Background: an optimization exercise with open tools, aiming at small area and a short achievable clock period. Do not read the settings as production practice.
Only simulation tests tie the RTL to the original design; equivalence was not proved.
No activity file was given, so power comes from the tool's default toggle rates.

==> flow/design.v (excerpt) <==
module freqres4 (
    input  wire        clk,
    input  wire        rst,
    input  wire [2:0]  cmd_op,
    input  wire [1:0]  cmd_ch,
    input  wire [7:0]  cmd_arg0,
    input  wire [7:0]  cmd_arg1,
    input  wire [1:0]  cmd_flags,
    output reg         out_valid,
    output reg  [1:0]  out_ch,
    output wire [10:0] out_freq
);
==> flow/config.mk <==
export PLATFORM = sky130hd
export DESIGN_NAME = freqres4
export DESIGN_NICKNAME = freqres4
export VERILOG_FILES = /design/flow/design.v
export SDC_FILE = /design/flow/constraint.sdc
export NUM_CORES = 4
export LEC_CHECK = 0
export ABC_AREA = 1
export CAP_MARGIN = 20
export CORE_MARGIN = 2
export CORE_UTILIZATION = 65
export CTS_BUF_LIST = sky130_fd_sc_hd__clkbuf_16
export CTS_CLUSTER_DIAMETER = 120
export CTS_CLUSTER_SIZE = 20
export SLEW_MARGIN = 20
==> flow/constraint.sdc <==
create_clock -name core_clock -period 15.0 [get_ports {clk}]
set_input_delay 3.0000 -clock core_clock [delete_from_list [all_inputs] [get_ports {clk}]]
set_output_delay 3.0000 -clock core_clock [all_outputs]
set_load 0.01 [all_outputs]
standard.sh (not shown) runs the stock make flow with config.mk's settings and CLKGATE_MAP_FILE= SYNTH_SCRIPT=/design/flow/synth_recipe.tcl, a recipe that flattens the netlist after the stock synthesis.
==> flow/flow/run.sh <==
#!/bin/bash
# Layout flow: the standard ORFS flow (standard synthesis unchanged),
# with timing repair aimed below the clock period and free cell sizing.
#   SETUP_SLACK_MARGIN    repair_timing keeps working until setup slack
#                         reaches this margin (ns) instead of 0
#   MATCH_CELL_FOOTPRINT  0 lets sizing swap cells of different footprints
#   BUFFER_PORTS_ARGS     port buffers as buf_2 instead of delay cells
# The full make output goes to flow_make.log in the work folder; ORFS keeps
# each step's log under orfs/logs/.
set -euo pipefail
MARGIN=${FLOW_SETUP_MARGIN:-7.75}
bash standard.sh \
    SETUP_SLACK_MARGIN=$MARGIN \
    MATCH_CELL_FOOTPRINT=0 \
    "BUFFER_PORTS_ARGS=-buffer_cell sky130_fd_sc_hd__buf_2" \
    finish > flow_make.log 2>&1
Then changed:
==> flow/flow/run.sh (replaced) <==
#!/bin/bash
# Layout flow: the standard ORFS flow (standard synthesis unchanged),
# with timing repair aimed below the clock period and free cell sizing.
#   SETUP_SLACK_MARGIN    repair_timing keeps working until setup slack
#                         reaches this margin (ns) instead of 0: CTS_MARGIN
#                         for the steps up to clock tree synthesis, then
#                         GRT_MARGIN for the repair after global routing
#   MATCH_CELL_FOOTPRINT  0 lets sizing swap cells of different footprints
#   BUFFER_PORTS_ARGS     port buffers as buf_2 instead of delay cells
# Each make run's full output goes to its own log in the work folder
# (flow_make_cts.log, flow_make_finish.log); ORFS keeps each step's log
# under orfs/logs/.
set -euo pipefail
CTS_MARGIN=7.5
GRT_MARGIN=6.5
COMMON=(MATCH_CELL_FOOTPRINT=0 "BUFFER_PORTS_ARGS=-buffer_cell sky130_fd_sc_hd__buf_2")
bash standard.sh "${COMMON[@]}" SETUP_SLACK_MARGIN=$CTS_MARGIN cts > flow_make_cts.log 2>&1
bash standard.sh "${COMMON[@]}" SETUP_SLACK_MARGIN=$GRT_MARGIN finish > flow_make_finish.log 2>&1
CORE_UTILIZATION = 40   (was 65)
What happened: The changed run finished with timing, DRC and antenna clean; routed wire length fell by 12%; utilization goes down by 35 points; sequential power barely changes; via count went down by 11%; worst setup slack gets worse by 0.33 ns; total power fell by 15%; register-to-register slack is worse by 0.22 ns; sequential cell count is unchanged.
Then changed:
CTS_BUF_LIST = sky130_fd_sc_hd__clkbuf_8   (was sky130_fd_sc_hd__clkbuf_16)
CTS_CLUSTER_DIAMETER = 80   (was 120)
CTS_CLUSTER_SIZE = 12   (was 20)
Effect:
- The changed run passed the timing, DRC and antenna checks
- via count barely changes
- setup slack is worse by 0.021 ns
- routed wire length stays flat
- cell area shrinks by 0.52%
- die area stays the same
- power drops by 0.54%
- critical path depth rises by 3
- sequential share of layout area is higher by 0.21 points
- core utilization fell by 0.23 points
- clock skew climbs by 0.016 ns
Then changed:
--- a/flow/flow/run.sh
+++ b/flow/flow/run.sh
@@ -14,2 +14,2 @@
-CTS_MARGIN=7.5
-GRT_MARGIN=6.5
+CTS_MARGIN=7.75
+GRT_MARGIN=7
CTS_BUF_LIST = sky130_fd_sc_hd__clkbuf_16   (was sky130_fd_sc_hd__clkbuf_8)
CTS_CLUSTER_DIAMETER = 120   (was 80)
CTS_CLUSTER_SIZE = 20   (was 12)
=>
- The new run produced a clean layout
- non-clock buffer count grows by 65
- total power rose by a few percent
- worst setup slack is better by 0.29 ns
- design area went up by a few percent
- global-route usage grows by 1.1 points
- flip-flop and latch count does not change
- cell count came out higher slightly

Another version of the RTL of freqres4 (not shown whole).
For scale: roughly 2200 cells after synthesis, ~330 flip-flops, ~39 I/O pins, ~0.020 sq mm of cells after synthesis.
clock: 15.0 ns
lec_check: 0
abc_area: 1
cap_margin: 20
core_margin: 2
core_utilization: 40
cts_buf_list: sky130_fd_sc_hd__clkbuf_16
cts_cluster_diameter: 120
cts_cluster_size: 20
slew_margin: 20
==> flow/flow/run.sh <==
#!/bin/bash
# Layout flow: the standard ORFS flow (standard synthesis unchanged),
# with timing repair aimed below the clock period and free cell sizing.
#   SETUP_SLACK_MARGIN    repair_timing keeps working until setup slack
#                         reaches this margin (ns) instead of 0
#   MATCH_CELL_FOOTPRINT  0 lets sizing swap cells of different footprints
#   BUFFER_PORTS_ARGS     port buffers as buf_2 instead of delay cells
# The full make output goes to flow_make.log in the work folder; ORFS keeps
# each step's log under orfs/logs/.
set -euo pipefail
MARGIN=${FLOW_SETUP_MARGIN:-7.5}
bash standard.sh \
    SETUP_SLACK_MARGIN=$MARGIN \
    MATCH_CELL_FOOTPRINT=0 \
    "BUFFER_PORTS_ARGS=-buffer_cell sky130_fd_sc_hd__buf_2" \
    finish > flow_make.log 2>&1
==> next run, changes <==
--- a/flow/flow/run.sh
+++ b/flow/flow/run.sh
@@ -11 +11 @@
-MARGIN=${FLOW_SETUP_MARGIN:-7.5}
+MARGIN=${FLOW_SETUP_MARGIN:-7.75}
- CORE_UTILIZATION: 40 -> 65
Result: The changed run completed without violations. Critical path depth is lower by 1. Synthesized area stays the same. First-iteration DRC count is higher by 84%. Sequential power hardly moves. Worst setup slack gains 53 ps. Register-to-register slack gains 80 ps. Non-clock buffer count is higher by 71. Final area is higher by 4.6%.

## port drivers added, routing unchanged
How much do the figures lean on ideal ports? The routed layouts below were timed once more, with nothing changed but the port constraints. Step 1: set_driving_cell puts a clkbuf_16 on clk and a buf_2 on each other input, an assumption about the parent block. Step 2 times the ports against the registers' clock, not the clock port: input delays grow and output delays shrink by t, the midpoint of the rising clock arrivals with the driver on. Slacks: ideal / step 1 / step 2; pairs: ideal / step 1.
run | t, ns | slack for setup (ns) | worst register clock-pin slew, ns | pins driven straight from the clock port
the first run of note 1 | 0.577 | 7.670 / 7.493 / 6.917 | 0.10 / 0.10 | 1
the second run of note 1 | 0.589 | 7.336 / 7.340 / 6.751 | 0.09 / 0.09 | 1
the third run of note 1 | 0.674 | 7.315 / 7.315 / 6.640 | 0.09 / 0.09 | 1
the fourth run of note 1 | 0.585 | 7.605 / 7.423 / 6.838 | 0.09 / 0.09 | 1
the first run of note 2 | 0.605 | 7.602 / 7.590 / 6.985 | 0.09 / 0.09 | 1
the second run of note 2 | 0.591 | 7.656 / 7.621 / 7.030 | 0.10 / 0.10 | 1
After both steps every run listed still meets setup and hold. The setup slack of the fourth run of note 1, which loses most, moves by -0.182 ns with the drivers and by -0.767 ns with both steps.
